Source: an optimization exercise on an open RTL-to-GDS flow (aim: small area, a short achievable clock period and few clock cycles per item). Production flows keep margins and buffers that such runs may drop.
Power figures rest on the tool's default switching activity, not on a simulated workload.

// pcmon_top
module pcmon_top (
    input  wire       clk,
    input  wire       rst_n,        
    input  wire       rst_in_n,     
    input  wire       rx_valid,
    input  wire       rx_err,
    input  wire [7:0] rx_data,
    output wire       rx_ready,
    output reg  [7:0] duty1,
    output reg  [7:0] duty2,
    output reg  [7:0] duty3,
    output reg  [7:0] duty4,
    output reg        net_tx,
    output reg        net_rx,
    output reg        act,
    output wire       busy,
    output wire       pix_valid,
    output wire [6:0] pix_x,
    output wire [5:0] pix_y,
    output wire       pix_on,
    output wire       pix_flush,
    input  wire       pix_ready
);
For scale: about 170 flip-flops, roughly 67 I/O pins, ~0.0080 mm2 of cells after synthesis.
Settings: LEC_CHECK=0, CAP_MARGIN=20, CORE_MARGIN=2, CORE_UTILIZATION=40, CTS_BUF_LIST=sky130_fd_sc_hd__clkbuf_4 sky130_fd_sc_hd__clkbuf_8, CTS_CLUSTER_SIZE=40, SETUP_SLACK_MARGIN=4.3, SLEW_MARGIN=20; clock period 7.5 ns.
standard.sh (not shown) runs the stock make flow with config.mk's settings and CLKGATE_MAP_FILE= SYNTH_SCRIPT=/design/flow/synth_recipe.tcl, a recipe that flattens the netlist after the stock synthesis.
==> flow/flow/run.sh <==
#!/bin/bash
# The standard layout, with every port buffered by a plain sky130 buffer
# (buf_1) instead of the delay buffer buffer_ports picks by itself.
set -euo pipefail
export BUFFER_PORTS_ARGS="-buffer_cell sky130_fd_sc_hd__buf_1"
bash standard.sh > standard.log 2>&1
Next try:
--- a/flow/design.v
+++ b/flow/design.v
@@ -64,21 +64,21 @@
             end
         end
     end
 endmodule
 module pcmon_render (
     input  wire        clk,
     input  wire        rst_n,
     input  wire        start,         
     input  wire [5:0]  q0,            
     output wire        qshift,        
-    output reg         busy,
+    output reg         idle,          
     output reg         pix_valid,
     output reg  [6:0]  pix_x,
     output reg  [5:0]  pix_y,
     output reg         pix_on,
     output reg         pix_flush,
     input  wire        pix_ready
 );
     localparam [1:0] S_STARTUP = 2'd0;
     localparam [1:0] S_GLYPH   = 2'd1;
     localparam [1:0] S_BAR     = 2'd2;
@@ -125,38 +125,38 @@
                            ((pix_y == 6'd3) && label_x);
     wire grow = q0 < t0;
     wire same = q0 == t0;
     wire adv  = pix_ready | ~pix_valid;
     wire last_row = pix_on ? (pix_y == t7) : (pix_y + 6'd1 == t7);
     wire gl_col   = pix_x == 7'd123;
     wire [6:0] x_inc = pix_x + 7'd1;
     wire st_su  = state == S_STARTUP;
     wire st_gl  = state == S_GLYPH;
     wire st_bar = state == S_BAR;
-    wire go     = busy & adv & ~pix_flush;                
-    wire c_go   = ~busy & start;                          
-    wire c_end  = busy & adv & pix_flush;                 
+    wire go     = ~idle & adv & ~pix_flush;                
+    wire c_go   = idle & start;                           
+    wire c_end  = ~idle & adv & pix_flush;                 
     wire c_nb   = go & (lpix | (st_bar & ~pix_valid));    
     wire c_fl   = c_nb & k[3];                            
     wire c_bs   = c_nb & ~k[3];                           
     wire c_su   = go & st_su;                             
     wire c_sux  = c_su & (pix_y == 6'd63);                
     wire c_gl   = go & st_gl & ~lpix;
     wire c_glc  = c_gl & gl_col & (pix_y != 6'd7);        
     wire c_glt  = c_gl & gl_col & (pix_y == 6'd7);        
     wire c_glr  = c_gl & ~gl_col;                         
     wire [6:0] x_gl = (pix_x == 7'd122) ? 7'd124 : x_inc;   
     wire c_bar  = go & st_bar & pix_valid & ~lpix;
     wire c_row  = c_bar & lcol;                           
     wire c_col  = c_bar & ~lcol;                          
     wire rot     = c_bs;
-    wire startup = busy & st_su;
+    wire startup = ~idle & st_su;
     assign qshift = rot;
     always @(posedge clk) begin
         if (rot | startup) begin
             t0 <= t1;
             t1 <= t2;
             t2 <= t3;
             t3 <= t4;
             t4 <= t5;
             t5 <= t6;
             t6 <= t7;
@@ -183,32 +183,32 @@
             pix_y <= ({6{c_su | c_glc | (c_row & ~pix_on)}} & y_inc) |
                      ({6{c_row & pix_on}} & y_dec) |
                      ({6{c_go}}  & 6'd1) |
                      ({6{c_glt}} & 6'd4) |
                      ({6{c_bs}}  & y_bs) |
                      ({6{y_hold}} & pix_y);
         end
     end
     always @(posedge clk) begin
         if (!rst_n) begin
-            busy      <= 1'b1;
+            idle      <= 1'b0;
             state     <= S_STARTUP;
             pix_valid <= 1'b1;
             pix_flush <= 1'b0;
             pix_on    <= 1'b1;
             lpix      <= 1'b0;
             glyph     <= 1'b0;
         end else begin
             if (c_go)
                 glyph <= ~glyph;
             if (c_go | c_end)
-                busy <= c_go;
+                idle <= c_end;
             if (c_go)
                 state <= S_GLYPH;
             else if (c_nb)
                 state <= S_BAR;
             if (c_go | c_end | c_nb)
                 pix_valid <= c_go | c_fl | (c_bs & ~same);
             if (c_end | c_fl | c_sux)
                 pix_flush <= c_fl | (c_sux & (pix_x == 7'd127));
             if (c_go)
                 k <= 4'd0;
@@ -251,21 +251,23 @@
     output wire [6:0] pix_x,
     output wire [5:0] pix_y,
     output wire       pix_on,
     output wire       pix_flush,
     input  wire       pix_ready
 );
     localparam [1:0] K_RESET  = 2'd0;
     localparam [1:0] K_SETIND = 2'd1;
     localparam [1:0] K_NET    = 2'd2;
     localparam [1:0] K_RENDER = 2'd3;
-    wire        svc       = ~busy;
+    wire        idle;
+    wire        svc       = idle;
+    assign      busy      = ~idle;
     assign      rx_ready  = svc & rst_in_n;
     wire        byte_take = rx_ready & rx_valid & ~rx_err;
     wire        fin, len0, ok;
     wire [1:0]  kind;
     wire        qshift;
     wire [5:0]  q0;
     wire [7:0]  q5, q6, q7;
     pcmon_decoder u_dec (
         .clk       (clk),
         .rst_n     (rst_n),
@@ -285,21 +287,21 @@
     wire fin_setind = fin & ok & (kind == K_SETIND);
     wire fin_net    = fin & ok & (kind == K_NET);
     wire fin_reset  = (fin | len0) & (kind == K_RESET);
     wire render_start = byte_take & fin_render;
     pcmon_render u_render (
         .clk       (clk),
         .rst_n     (rst_n),
         .start     (render_start),
         .q0        (q0),
         .qshift    (qshift),
-        .busy      (busy),
+        .idle      (idle),
         .pix_valid (pix_valid),
         .pix_x     (pix_x),
         .pix_y     (pix_y),
         .pix_on    (pix_on),
         .pix_flush (pix_flush),
         .pix_ready (pix_ready)
     );
     wire clr_duty = ~rst_in_n | (rx_valid & ~rx_err & fin_reset);
     wire ld_duty  = byte_take & fin_setind;
     wire clr_net  = ~rst_in_n;
What happened: The new run finished with timing, DRC and antenna clean. Worst setup slack gets better by 0.049 ns. Cell area drops slightly. Total power climbs by a few percent. Critical path depth climbs by 1. Non-clock buffer count drops by 3. Clock power drops by roughly a tenth. Via count drops slightly. Sequential share of layout area climbs by 0.29 points. Fmax climbs slightly.
Function was not checked in any run of this note: the RTL went through the layout flow alone.

==> afterwards: timing with drivers on the ports <==
Ports are ideal in the flow. The routed layouts listed here were re-timed in OpenROAD.
Step 1 (the two cells are an assumption about what drives the block):
set clk [get_ports {clk}]
set_driving_cell -lib_cell sky130_fd_sc_hd__clkbuf_16 $clk
set_driving_cell -lib_cell sky130_fd_sc_hd__buf_2 [delete_from_list [all_inputs] $clk]
Step 2 adds t to the input delays and takes it off the output delays; t is the mean of the earliest and latest rising clock arrival at the registers after step 1. Input paths then give back, and output paths get back, about the clock's delay inside the block.
Three values: no drivers, after step 1, after step 2; two values: the first two.
| run | shift t [ns] | slack for setup (ns) | worst hold slack (ns) | pins driven straight from the clock port |
|---|---|---|---|---|
| the first run | 0.486 | 4.140 / 4.094 / 3.881 | 0.418 / 0.418 / 0.418 | 1 |
| the second run | 0.492 | 4.189 / 4.157 / 3.756 | 0.407 / 0.407 / 0.407 | 1 |
After both steps setup and hold are still met in every run listed. The setup slack of the second run, which loses most, moves by -0.032 ns with the drivers and by -0.433 ns with both steps.
